This design comes from an exercise in tuning for small area, a short achievable clock period and few clock cycles per item on the open sky130 flow, not from production work.
Only simulation tests tie the RTL to the original design; equivalence was not proved.

==> design.v <==
module csc_fp_add (
    input  wire [31:0] a,
    input  wire [31:0] b,
    input  wire        sub,    
    output reg  [31:0] y
);
    localparam [31:0] QNAN = 32'h7FC00000;
    wire        sa = a[31];
    wire        sb = b[31] ^ sub;
    wire [7:0]  ea = a[30:23];
    wire [7:0]  eb = b[30:23];
    wire        a_nan = (ea == 8'hFF) && (a[22:0] != 0);
    wire        b_nan = (eb == 8'hFF) && (b[22:0] != 0);
    wire        a_inf = (ea == 8'hFF) && (a[22:0] == 0);
    wire        b_inf = (eb == 8'hFF) && (b[22:0] == 0);
    wire [23:0] ma = {ea != 0, a[22:0]};
    wire [23:0] mb = {eb != 0, b[22:0]};
    wire [7:0]  xa = (ea == 0) ? 8'd1 : ea;
    wire [7:0]  xb = (eb == 0) ? 8'd1 : eb;
    wire        swap = {xb, mb} > {xa, ma};
    wire        sl   = swap ? sb : sa;
    wire        ss   = swap ? sa : sb;
    wire [7:0]  el   = swap ? xb : xa;
    wire [7:0]  es   = swap ? xa : xb;
    wire [23:0] ml   = swap ? mb : ma;
    wire [23:0] ms   = swap ? ma : mb;
    wire        eff_sub = sl ^ ss;
    wire [7:0]  d    = el - es;
    wire [4:0]  dd   = (d > 8'd27) ? 5'd27 : d[4:0];
    wire [50:0] wide = {ms, 27'd0} >> dd;
    wire [26:0] al   = {wide[50:25], |wide[24:0]};
    wire [26:0] lw   = {ml, 3'b000};
    wire [27:0] sum  = eff_sub ? ({1'b0, lw} - {1'b0, al}) : ({1'b0, lw} + {1'b0, al});
    reg  [4:0]  lz;
    integer     k;
    always @* begin
        lz = 5'd27;
        for (k = 0; k <= 26; k = k + 1)
            if (sum[k]) lz = 5'd26 - k[4:0];
    end
    reg  [26:0] n;
    reg  [9:0]  e;
    reg  [4:0]  sh;
    reg  [9:0]  lim;
    reg  [7:0]  exp_enc;
    reg         rnd_up;
    always @* begin
        n  = sum[26:0];
        e  = {2'b00, el};
        sh = 5'd0;
        lim = 10'd0;
        if (sum[27]) begin
            n = {sum[27:2], sum[1] | sum[0]};
            e = e + 10'd1;
        end else begin
            lim = e - 10'd1;
            sh  = ({5'd0, lz} < lim) ? lz : lim[4:0];
            n  = sum[26:0] << sh;
            e  = e - {5'd0, sh};
        end
        exp_enc = n[26] ? e[7:0] : 8'd0;
        rnd_up  = n[2] & (n[1] | n[0] | n[3]);
        if (a_nan || b_nan || (a_inf && b_inf && eff_sub))
            y = QNAN;
        else if (a_inf)
            y = {sa, 8'hFF, 23'd0};
        else if (b_inf)
            y = {sb, 8'hFF, 23'd0};
        else if (sum == 28'd0)
            y = {eff_sub ? 1'b0 : sl, 31'd0};
        else if (e >= 10'd255)
            y = {sl, 8'hFF, 23'd0};
        else
            y = {sl, exp_enc, n[25:3]} + {31'd0, rnd_up};
    end
endmodule
module csc_fp_mul (
    input  wire [31:0] a,
    input  wire [31:0] b,
    output reg  [31:0] y
);
    localparam [31:0] QNAN = 32'h7FC00000;
    wire        s  = a[31] ^ b[31];
    wire [7:0]  ea = a[30:23];
    wire [7:0]  eb = b[30:23];
    wire        a_nan  = (ea == 8'hFF) && (a[22:0] != 0);
    wire        b_nan  = (eb == 8'hFF) && (b[22:0] != 0);
    wire        a_inf  = (ea == 8'hFF) && (a[22:0] == 0);
    wire        b_inf  = (eb == 8'hFF) && (b[22:0] == 0);
    wire        a_zero = (a[30:0] == 0);
    wire        b_zero = (b[30:0] == 0);
    wire [23:0] ma = {ea != 0, a[22:0]};
    wire [23:0] mb = {eb != 0, b[22:0]};
    wire [7:0]  xa = (ea == 0) ? 8'd1 : ea;
    wire [7:0]  xb = (eb == 0) ? 8'd1 : eb;
    wire [47:0] p = ma * mb;
    reg  [5:0]  lz;
    integer     k;
    always @* begin
        lz = 6'd48;
        for (k = 0; k <= 47; k = k + 1)
            if (p[k]) lz = 6'd47 - k[5:0];
    end
    wire [47:0]        pn = p << lz;
    wire signed [11:0] ex = $signed({4'd0, xa}) + $signed({4'd0, xb}) - 12'sd126 - $signed({6'd0, lz});
    reg  [11:0] shr;
    reg  [47:0] q;
    reg         st_lost;
    reg  [7:0]  exp_enc;
    reg         g, st, rnd_up;
    always @* begin
        shr = 12'd0;
        if (ex < 12'sd1)
            shr = (12'sd1 - ex > 12'sd48) ? 12'd48 : 12'd1 - ex;
        q       = pn >> shr;
        st_lost = |(pn & ~({48{1'b1}} << shr));
        exp_enc = (ex < 12'sd1) ? 8'd0 : ex[7:0];
        g       = q[23];
        st      = (|q[22:0]) | st_lost;
        rnd_up  = g & (st | q[24]);
        if (a_nan || b_nan || (a_inf && b_zero) || (b_inf && a_zero))
            y = QNAN;
        else if (a_inf || b_inf)
            y = {s, 8'hFF, 23'd0};
        else if (a_zero || b_zero)
            y = {s, 31'd0};
        else if (ex > 12'sd254)
            y = {s, 8'hFF, 23'd0};
        else
            y = {s, exp_enc, q[46:24]} + {31'd0, rnd_up};
    end
endmodule
module csc_fp_round (
    input  wire [31:0] x,
    output reg  [31:0] y
);
    wire [7:0]  e  = x[30:23];
    wire [23:0] m  = {1'b1, x[22:0]};
    wire [7:0]  fbw = 8'd150 - e;                
    wire [4:0]  fb  = fbw[4:0];
    reg  [24:0] keep_mask;
    reg  [24:0] m2;
    reg         half;
    always @* begin
        keep_mask = {25{1'b1}} << fb;
        half      = m[fb - 5'd1];
        m2        = ({1'b0, m} & keep_mask) + (half ? (25'd1 << fb) : 25'd0);
        if (e == 8'hFF && x[22:0] != 0)
            y = 32'h7FC00000;
        else if (e >= 8'd150)
            y = x;
        else if (e < 8'd126)
            y = {x[31], 31'd0};
        else if (m2[24])
            y = {x[31], e + 8'd1, m2[23:1]};
        else
            y = {x[31], e, m2[22:0]};
    end
endmodule
module csc_elem (
    input  wire        clk,
    input  wire        rst,         
    input  wire        in_valid,
    output wire        in_ready,
    input  wire [2:0]  in_op,       
    input  wire [31:0] in_max,      
    input  wire [31:0] in_half,     
    input  wire [31:0] in_kscale,   
    input  wire [31:0] in_x0,
    input  wire [31:0] in_x1,
    input  wire [31:0] in_x2,
    input  wire [31:0] in_x3,
    output wire        out_valid,
    input  wire        out_ready,
    output wire [31:0] out_y0,
    output wire [31:0] out_y1,
    output wire [31:0] out_y2
);
    localparam [4:0] S_X0 = 5'd0,  S_X1 = 5'd1,  S_X2 = 5'd2,  S_X3 = 5'd3;
    localparam [4:0] S_MAX = 5'd4, S_HALF = 5'd5, S_KS = 5'd6;
    localparam [4:0] S_T0 = 5'd8,  S_T1 = 5'd9,  S_T2 = 5'd10, S_T3 = 5'd11;
    localparam [4:0] S_T4 = 5'd12, S_T5 = 5'd13;
    localparam [4:0] S_C1402    = 5'd16, S_C0344136 = 5'd17, S_C0714136 = 5'd18;
    localparam [4:0] S_C1772    = 5'd19, S_C0299    = 5'd20, S_C0587    = 5'd21;
    localparam [4:0] S_C0114    = 5'd22, S_C0168736 = 5'd23, S_C0331264 = 5'd24;
    localparam [4:0] S_C05      = 5'd25, S_C0418688 = 5'd26, S_C0081312 = 5'd27;
    localparam [3:0] D_T0 = 4'd0, D_T1 = 4'd1, D_T2 = 4'd2, D_T3 = 4'd3;
    localparam [3:0] D_T4 = 4'd4, D_T5 = 4'd5;
    localparam [3:0] D_O0 = 4'd8, D_O1 = 4'd9, D_O2 = 4'd10;
    localparam [1:0] U_ADD = 2'd0, U_SUB = 2'd1, U_MUL = 2'd2, U_RND = 2'd3;
    localparam [2:0] OP_RGB2CMY = 3'd1, OP_CMY2RGB = 3'd2, OP_YCCK2RGB = 3'd3, OP_RGB2YCCK = 3'd4;
    localparam [1:0] ST_IDLE = 2'd0, ST_RUN = 2'd1, ST_DONE = 2'd2;
    reg [1:0]  state;
    reg [4:0]  step;
    reg [2:0]  op;
    reg [31:0] x0, x1, x2, x3, smax, shalf, skscale;
    reg [31:0] t0, t1, t2, t3, t4, t5;
    reg [31:0] o0, o1, o2;
    assign in_ready  = (state == ST_IDLE);
    assign out_valid = (state == ST_DONE);
    assign out_y0    = o0;
    assign out_y1    = o1;
    assign out_y2    = o2;
    reg [1:0] u_unit;
    reg [4:0] u_a, u_b;
    reg [3:0] u_dst;
    reg       u_last;
    always @* begin
        u_unit = U_ADD; u_a = S_X0; u_b = S_X0; u_dst = D_T0; u_last = 1'b0;
        case (op)
        OP_RGB2CMY, OP_CMY2RGB:
            case (step)
            5'd0: begin u_unit = U_SUB; u_a = S_MAX; u_b = S_X0; u_dst = D_O0; end
            5'd1: begin u_unit = U_SUB; u_a = S_MAX; u_b = S_X1; u_dst = D_O1; end
            default: begin u_unit = U_SUB; u_a = S_MAX; u_b = S_X2; u_dst = D_O2; u_last = 1'b1; end
            endcase
        OP_YCCK2RGB:
            case (step)
            5'd0:  begin u_unit = U_SUB; u_a = S_X1;       u_b = S_HALF; u_dst = D_T0; end
            5'd1:  begin u_unit = U_SUB; u_a = S_X2;       u_b = S_HALF; u_dst = D_T1; end
            5'd2:  begin u_unit = U_MUL; u_a = S_X3;       u_b = S_KS;   u_dst = D_T2; end
            5'd3:  begin u_unit = U_MUL; u_a = S_C1402;    u_b = S_T1;   u_dst = D_T3; end
            5'd4:  begin u_unit = U_ADD; u_a = S_X0;       u_b = S_T3;   u_dst = D_T3; end
            5'd5:  begin u_unit = U_RND; u_a = S_T3;       u_b = S_T3;   u_dst = D_T3; end
            5'd6:  begin u_unit = U_MUL; u_a = S_C0344136; u_b = S_T0;   u_dst = D_T4; end
            5'd7:  begin u_unit = U_SUB; u_a = S_X0;       u_b = S_T4;   u_dst = D_T4; end
            5'd8:  begin u_unit = U_MUL; u_a = S_C0714136; u_b = S_T1;   u_dst = D_T5; end
            5'd9:  begin u_unit = U_SUB; u_a = S_T4;       u_b = S_T5;   u_dst = D_T4; end
            5'd10: begin u_unit = U_RND; u_a = S_T4;       u_b = S_T4;   u_dst = D_T4; end
            5'd11: begin u_unit = U_MUL; u_a = S_C1772;    u_b = S_T0;   u_dst = D_T5; end
            5'd12: begin u_unit = U_ADD; u_a = S_X0;       u_b = S_T5;   u_dst = D_T5; end
            5'd13: begin u_unit = U_RND; u_a = S_T5;       u_b = S_T5;   u_dst = D_T5; end
            5'd14: begin u_unit = U_SUB; u_a = S_MAX;      u_b = S_T3;   u_dst = D_T3; end
            5'd15: begin u_unit = U_MUL; u_a = S_T3;       u_b = S_T2;   u_dst = D_O0; end
            5'd16: begin u_unit = U_SUB; u_a = S_MAX;      u_b = S_T4;   u_dst = D_T4; end
            5'd17: begin u_unit = U_MUL; u_a = S_T4;       u_b = S_T2;   u_dst = D_O1; end
            5'd18: begin u_unit = U_SUB; u_a = S_MAX;      u_b = S_T5;   u_dst = D_T5; end
            default: begin u_unit = U_MUL; u_a = S_T5;     u_b = S_T2;   u_dst = D_O2; u_last = 1'b1; end
            endcase
        default:  
            case (step)
            5'd0:  begin u_unit = U_SUB; u_a = S_MAX;      u_b = S_X0;   u_dst = D_T0; end
            5'd1:  begin u_unit = U_SUB; u_a = S_MAX;      u_b = S_X1;   u_dst = D_T1; end
            5'd2:  begin u_unit = U_SUB; u_a = S_MAX;      u_b = S_X2;   u_dst = D_T2; end
            5'd3:  begin u_unit = U_SUB; u_a = S_MAX;      u_b = S_T0;   u_dst = D_T0; end
            5'd4:  begin u_unit = U_SUB; u_a = S_MAX;      u_b = S_T1;   u_dst = D_T1; end
            5'd5:  begin u_unit = U_SUB; u_a = S_MAX;      u_b = S_T2;   u_dst = D_T2; end
            5'd6:  begin u_unit = U_MUL; u_a = S_C0299;    u_b = S_T0;   u_dst = D_T3; end
            5'd7:  begin u_unit = U_MUL; u_a = S_C0587;    u_b = S_T1;   u_dst = D_T4; end
            5'd8:  begin u_unit = U_ADD; u_a = S_T3;       u_b = S_T4;   u_dst = D_T3; end
            5'd9:  begin u_unit = U_MUL; u_a = S_C0114;    u_b = S_T2;   u_dst = D_T4; end
            5'd10: begin u_unit = U_ADD; u_a = S_T3;       u_b = S_T4;   u_dst = D_O0; end
            5'd11: begin u_unit = U_MUL; u_a = S_C0168736; u_b = S_T0;   u_dst = D_T3; end
            5'd12: begin u_unit = U_SUB; u_a = S_HALF;     u_b = S_T3;   u_dst = D_T3; end
            5'd13: begin u_unit = U_MUL; u_a = S_C0331264; u_b = S_T1;   u_dst = D_T4; end
            5'd14: begin u_unit = U_SUB; u_a = S_T3;       u_b = S_T4;   u_dst = D_T3; end
            5'd15: begin u_unit = U_MUL; u_a = S_C05;      u_b = S_T2;   u_dst = D_T4; end
            5'd16: begin u_unit = U_ADD; u_a = S_T3;       u_b = S_T4;   u_dst = D_O1; end
            5'd17: begin u_unit = U_MUL; u_a = S_C05;      u_b = S_T0;   u_dst = D_T3; end
            5'd18: begin u_unit = U_ADD; u_a = S_HALF;     u_b = S_T3;   u_dst = D_T3; end
            5'd19: begin u_unit = U_MUL; u_a = S_C0418688; u_b = S_T1;   u_dst = D_T4; end
            5'd20: begin u_unit = U_SUB; u_a = S_T3;       u_b = S_T4;   u_dst = D_T3; end
            5'd21: begin u_unit = U_MUL; u_a = S_C0081312; u_b = S_T2;   u_dst = D_T4; end
            default: begin u_unit = U_SUB; u_a = S_T3;     u_b = S_T4;   u_dst = D_O2; u_last = 1'b1; end
            endcase
        endcase
    end
    function [31:0] src;
        input [4:0] sel;
        begin
            case (sel)
            S_X0:       src = x0;
            S_X1:       src = x1;
            S_X2:       src = x2;
            S_X3:       src = x3;
            S_MAX:      src = smax;
            S_HALF:     src = shalf;
            S_KS:       src = skscale;
            S_T0:       src = t0;
            S_T1:       src = t1;
            S_T2:       src = t2;
            S_T3:       src = t3;
            S_T4:       src = t4;
            S_T5:       src = t5;
            S_C1402:    src = 32'h3FB374BC;
            S_C0344136: src = 32'h3EB03298;
            S_C0714136: src = 32'h3F36D19E;
            S_C1772:    src = 32'h3FE2D0E5;
            S_C0299:    src = 32'h3E991687;
            S_C0587:    src = 32'h3F1645A2;
            S_C0114:    src = 32'h3DE978D5;
            S_C0168736: src = 32'h3E2CC921;
            S_C0331264: src = 32'h3EA99B6F;
            S_C05:      src = 32'h3F000000;
            S_C0418688: src = 32'h3ED65E46;
            S_C0081312: src = 32'h3DA686E8;
            default:    src = 32'd0;
            endcase
        end
    endfunction
    wire [31:0] opa = src(u_a);
    wire [31:0] opb = src(u_b);
    wire [31:0] add_y, mul_y, rnd_y;
    csc_fp_add u_add (.a(opa), .b(opb), .sub(u_unit == U_SUB), .y(add_y));
    csc_fp_mul u_mul (.a(opa), .b(opb), .y(mul_y));
    csc_fp_round u_rnd (.x(opa), .y(rnd_y));
    reg [31:0] res;
    always @* begin
        case (u_unit)
        U_MUL:   res = mul_y;
        U_RND:   res = rnd_y;
        default: res = add_y;
        endcase
    end
    always @(posedge clk) begin
        if (rst) begin
            state <= ST_IDLE;
            step  <= 5'd0;
        end else begin
            case (state)
            ST_IDLE:
                if (in_valid) begin
                    op      <= in_op;
                    x0      <= in_x0;
                    x1      <= in_x1;
                    x2      <= in_x2;
                    x3      <= in_x3;
                    smax    <= in_max;
                    shalf   <= in_half;
                    skscale <= in_kscale;
                    step    <= 5'd0;
                    state   <= ST_RUN;
                end
            ST_RUN: begin
                case (u_dst)
                D_T0: t0 <= res;
                D_T1: t1 <= res;
                D_T2: t2 <= res;
                D_T3: t3 <= res;
                D_T4: t4 <= res;
                D_T5: t5 <= res;
                D_O0: o0 <= res;
                D_O1: o1 <= res;
                default: o2 <= res;
                endcase
                step <= step + 5'd1;
                if (u_last)
                    state <= ST_DONE;
            end
            default:  
                if (out_ready)
                    state <= ST_IDLE;
            endcase
        end
    end
endmodule
==> run.sh <==
#!/bin/bash
# synth_recipe.tcl (not shown) runs the flow's synth.tcl, then flattens the netlist and writes it again
# the make line also repeats each setting of config.mk as NAME=value (left out here)
make -C /OpenROAD-flow-scripts/flow DESIGN_CONFIG=/design/flow/config.mk WORK_HOME=/design/flow/orfs CLKGATE_MAP_FILE= SYNTH_SCRIPT=/design/flow/synth_recipe.tcl finish
==> config.mk <==
export PLATFORM = sky130hd
export DESIGN_NAME = csc_elem
export DESIGN_NICKNAME = csc_elem
export VERILOG_FILES = /design/flow/design.v
export SDC_FILE = /design/flow/constraint.sdc
export NUM_CORES = 4
export LEC_CHECK = 0
export CAP_MARGIN = 20
export CORE_MARGIN = 2
export CORE_UTILIZATION = 30
export PLACE_DENSITY = 0.45
export SLEW_MARGIN = 20
==> constraint.sdc <==
create_clock -name core_clock -period 28.0 [get_ports {clk}]
set_input_delay 5.6000 -clock core_clock [delete_from_list [all_inputs] [get_ports {clk}]]
set_output_delay 5.6000 -clock core_clock [all_outputs]
set_load 0.01 [all_outputs]
==> summary.txt <==
----------------------------------------------------
[Synthesis]
  Syn avg cell area ... 8.606 sq um
  Top cells by area, synth ... sky130_fd_sc_hd__edfxtp_1 23%, sky130_fd_sc_hd__fa_1 15%, sky130_fd_sc_hd__ha_1 6.9%, sky130_fd_sc_hd__nand2_1 5.4%, sky130_fd_sc_hd__nor2_1 3.8%
  Combined area of all synthesized cells ... around 66000 sq um
  EDFF count, synth ... 515
  Post-Syn Nets ... 8741
  Post-synthesis async set-or-reset flop share ... 0%
  Largest area contributor in the synthesized netlist ... sky130_fd_sc_hd__edfxtp_1
  List of most frequent post-synthesis cells ... 951 x sky130_fd_sc_hd__nand2_1, 666 x sky130_fd_sc_hd__nor2_1, 560 x sky130_fd_sc_hd__inv_1
  Top flip-flop cell by instance count after synthesis ... sky130_fd_sc_hd__edfxtp_1
  Synthesized instance count ... 7660
  Most repeated cell in the gate-level netlist after synthesis ... sky130_fd_sc_hd__nand2_1
  Cell variety after synth ... 123
  Fraction of post-synthesis cell area in the top cell type by area ... 23.46%
  Proportion of synthesized chip area in sequential cells ... 24.58%
  Post-synthesis register bit count ... 552
  Yosys warns ... 4

[Clock tree]
  Clock slew seen by the registers of the worst setup and hold paths ... 0.08 ns
  CTS Hold Bufs ... 0
  Number of buffers created by CTS ... 50
  Post-CTS sizing ... 0
  Skew-Pair Late Insertion Delay ... 0.65 ns
  TritonCTS clock tree ... done
  H-tree depth ... 2
  Bufs on Longest Clock Path ... 3
  Number of sinks driven by the clock tree ... 552
  CTS Root Buffer Type ... sky130_fd_sc_hd__clkbuf_16
  Number of buffers added for setup after CTS ... 0

[Status]
  Outcome ... no timing/DRC/antenna violations

[Timing]
  Max Fclk ... between 0.04 and 0.05 GHz
  Minimum clock period ... 23.60 ns
  Number of pins exceeding their max-slew limit in the final report ... 0
  Setup repair after global routing missed its margin ... no
  Final TNS setup ... 0 ns
  Transition at the pin with the smallest max-transition slack ... around 1.2 ns
  Relative slew margins ... 16.96%
  Number of setup violations in the final report ... 0
  Final cycle utilization of the critical path ... 84.30%
  Final hold violation count ... 0
  Final clock skew ... 0.03538 ns

[Floorplanning]
  Core region area ... 219100 sq um
  Number of top-level pins ... 329
  Number of rows created at floorplan ... 172
  Overall die height ... 472.8 um
  Die X ... 472.8 um
  Floorplan die area ... 223500 sq um
  Initial Utilization ... 30.09%

[Finish]
  NumNets Final ... 8851
  Fraction of layout cells with a size suffix above 1 ... approximately 7.2%
  Final Core Density ... 34.09%
  Total non-filler cell area in the finished layout ... about 75000 sq um
  Layout overhead on the synthesized area ... 13.30%

[Drt]
  Length of the first detailed-routing pass in iterations ... 10
  Remaining antenna violation count after routing ... 0
  Mean number of vias per cell ... roughly 6.2
  Number of violations reported at the end of detailed-routing iteration 0 ... 8086
  Total wire length ... between 300000 and 400000 um
  Average detailed-routed wire length per instance ... 32.87 um
  Total number of vias ... roughly 66k
  Count of unresolved DRC violations after routing ... 0

[Setup path]
  Delay of the slowest critical-path stage ... approximately 0.75 ns
  Dominant cell type by count on the critical path ... sky130_fd_sc_hd__a21oi_1
  CP Data Required Time ... 28.16 ns
  Maximum fanout along the worst path ... 39
  Critical path data arrival time ... 23.76 ns
  Critical-path top delay cell ... sky130_fd_sc_hd__and3b_1
  Critical path launch point type ... register
  Element type at the critical path end ... register
  Critical Setup Path Class ... register to register

[Placement]
  Buffers added on ports ... 328
  HPWL after detailed placement ... 268000 um
  Routability Congestion ... around 0.97
  Cell area after placement ... between 70000 and 80000 sq um

[Global routing]
  Grt total ovfl ... 0
  Global-route usage over all layers ... 30.45%
  Initial antenna violation count ... 14
  Vias in the first global route ... 65.43k
  Largest net degree at the start of global routing ... 78
  First-pass GRT wire length ... 496800 um

[Worst hold path]
  Worst min-delay path category ... register to register

[Job]
  Number of max-cap violations ... 0

----------------------------------------------------
==> layout by cell type (no fill, tap or decap), types with 84 or more instances in the layout <==
cell type,instances
sky130_fd_sc_hd__o22ai_1,102
sky130_fd_sc_hd__nor2_1,654
sky130_fd_sc_hd__mux2i_1,108
sky130_fd_sc_hd__nand4_1,97
sky130_fd_sc_hd__edfxtp_1,515
sky130_fd_sc_hd__o21ai_0,304
sky130_fd_sc_hd__nor3_1,156
sky130_fd_sc_hd__fa_1,487
sky130_fd_sc_hd__xnor2_1,136
sky130_fd_sc_hd__a22oi_1,190
sky130_fd_sc_hd__a21oi_1,440
sky130_fd_sc_hd__nand2_1,951
sky130_fd_sc_hd__and2_1,87
sky130_fd_sc_hd__a21o_1,88
sky130_fd_sc_hd__ha_1,362
sky130_fd_sc_hd__inv_1,559
sky130_fd_sc_hd__clkdlybuf4s50_1,328
sky130_fd_sc_hd__buf_4,216
sky130_fd_sc_hd__o211ai_1,84
sky130_fd_sc_hd__nand3_1,249
==> registers in the layout, summed over array words and instances, names as in the netlist, named ones only <==
name     count
skscale     32
t1          32
x0          32
t5          32
smax        32
x1          32
step         5
t2          32
t0          32
shalf       32
o2          32
x2          32
o1          32
x3          32
t3          32
o0          32
t4          32
state        2
op           3
==> routing by layer <==
metal  GRT usage, %  part of all wire, %
met1          40.40                   41
met4          12.26                  4.9
met5              0                0.013
met2          49.44                   46
met3          4.704                  8.1
==> critical path: cells and delay by family (launching register included) <==
family                     cells  cell delay, ns
AOI/OAI and AO/OA             43           10.03
muxes                          1            0.19
buffers and inverters          9            2.43
and+or+nand+nor               20            7.52
adders and majority gates      7            2.08
DFF                            1            0.64
xor gates and xnor gates       1            0.10
==> final cells by class <==
type                            instances  area, sq um
Antenna cell                            3        7.507
Clock inverter                         37        450.4
Multi-Input combinational cell       6035        46020
Timing Repair Buffer                  544         4905
Tap cell                             2871         3592
Clock buffer                           57         1299
Sequential cell                       552        16210
Inverter                              587         2207
Fill cell                           22865       144400
==> stage by stage <==
stage | setup WS [ns] | instances | hold WS, ns
5_1_grt | 3.050 | 10683 | 0.6404
3_3_place_gp | 4.966 | 10586 | 0.5820
6_report | 4.396 | 10686 | 0.5962
2_1_floorplan | 9.462 | 7660 | 0.5092
4_1_cts | 4.697 | 10682 | 0.5963
3_5_place_dp | 4.766 | 10588 | 0.5879
==> kinds of logic (layout without fill, tap and decap cells) <==
family	count (synthesis)	count (layout)	synth area share, %
buffers and inverters	1073	1225	6.340
multiplexers	167	167	2.809
XOR/XNOR	182	182	2.418
other	0	3	0
flip-flops	552	552	24.58
AND/OR/NAND/NOR	2661	2661	18.86
adder cells (fa/ha/maj)	850	850	21.68
AO/OA/AOI/OAI	2175	2175	23.31
==> path summary, 6_finish.rpt <==
check        slack, ns     start  cells after the start  endpoint
max reg2reg       4.40     op[0]                     81    o1[11]
min               0.60  state[0]                      2  state[0]
max               4.40     op[0]                     81    o1[11]
min reg2reg       0.60  state[0]                      2  state[0]
Testbench counts, summed over its fixed seeds: cycles 47,749, items 2,400.

re-timing with driven ports:
In the flow no input, the clock included, has a driving cell. The finished layout below was timed again as built, in two steps. Step 1 (the two cells are an assumption about what drives the block):
set clk [get_ports {clk}]
set_driving_cell -lib_cell sky130_fd_sc_hd__clkbuf_16 $clk
set_driving_cell -lib_cell sky130_fd_sc_hd__buf_2 [delete_from_list [all_inputs] $clk]
Step 2 moves the port delays by t, midway between the first and last clock arrival at a register: inputs arrive t later, outputs are due t later. That takes back most of the time a late clock gives input paths. Slacks: ideal / step 1 / step 2; pairs: ideal / step 1.
shift t [ns]: 0.679
slack for setup (ns): 4.395 / 4.395 / 4.395
worst setup path at the end: register to register
After both steps this run still meets setup and hold. The setup slack of this run moves by 0.000 ns with the drivers and by 0.000 ns with both steps.
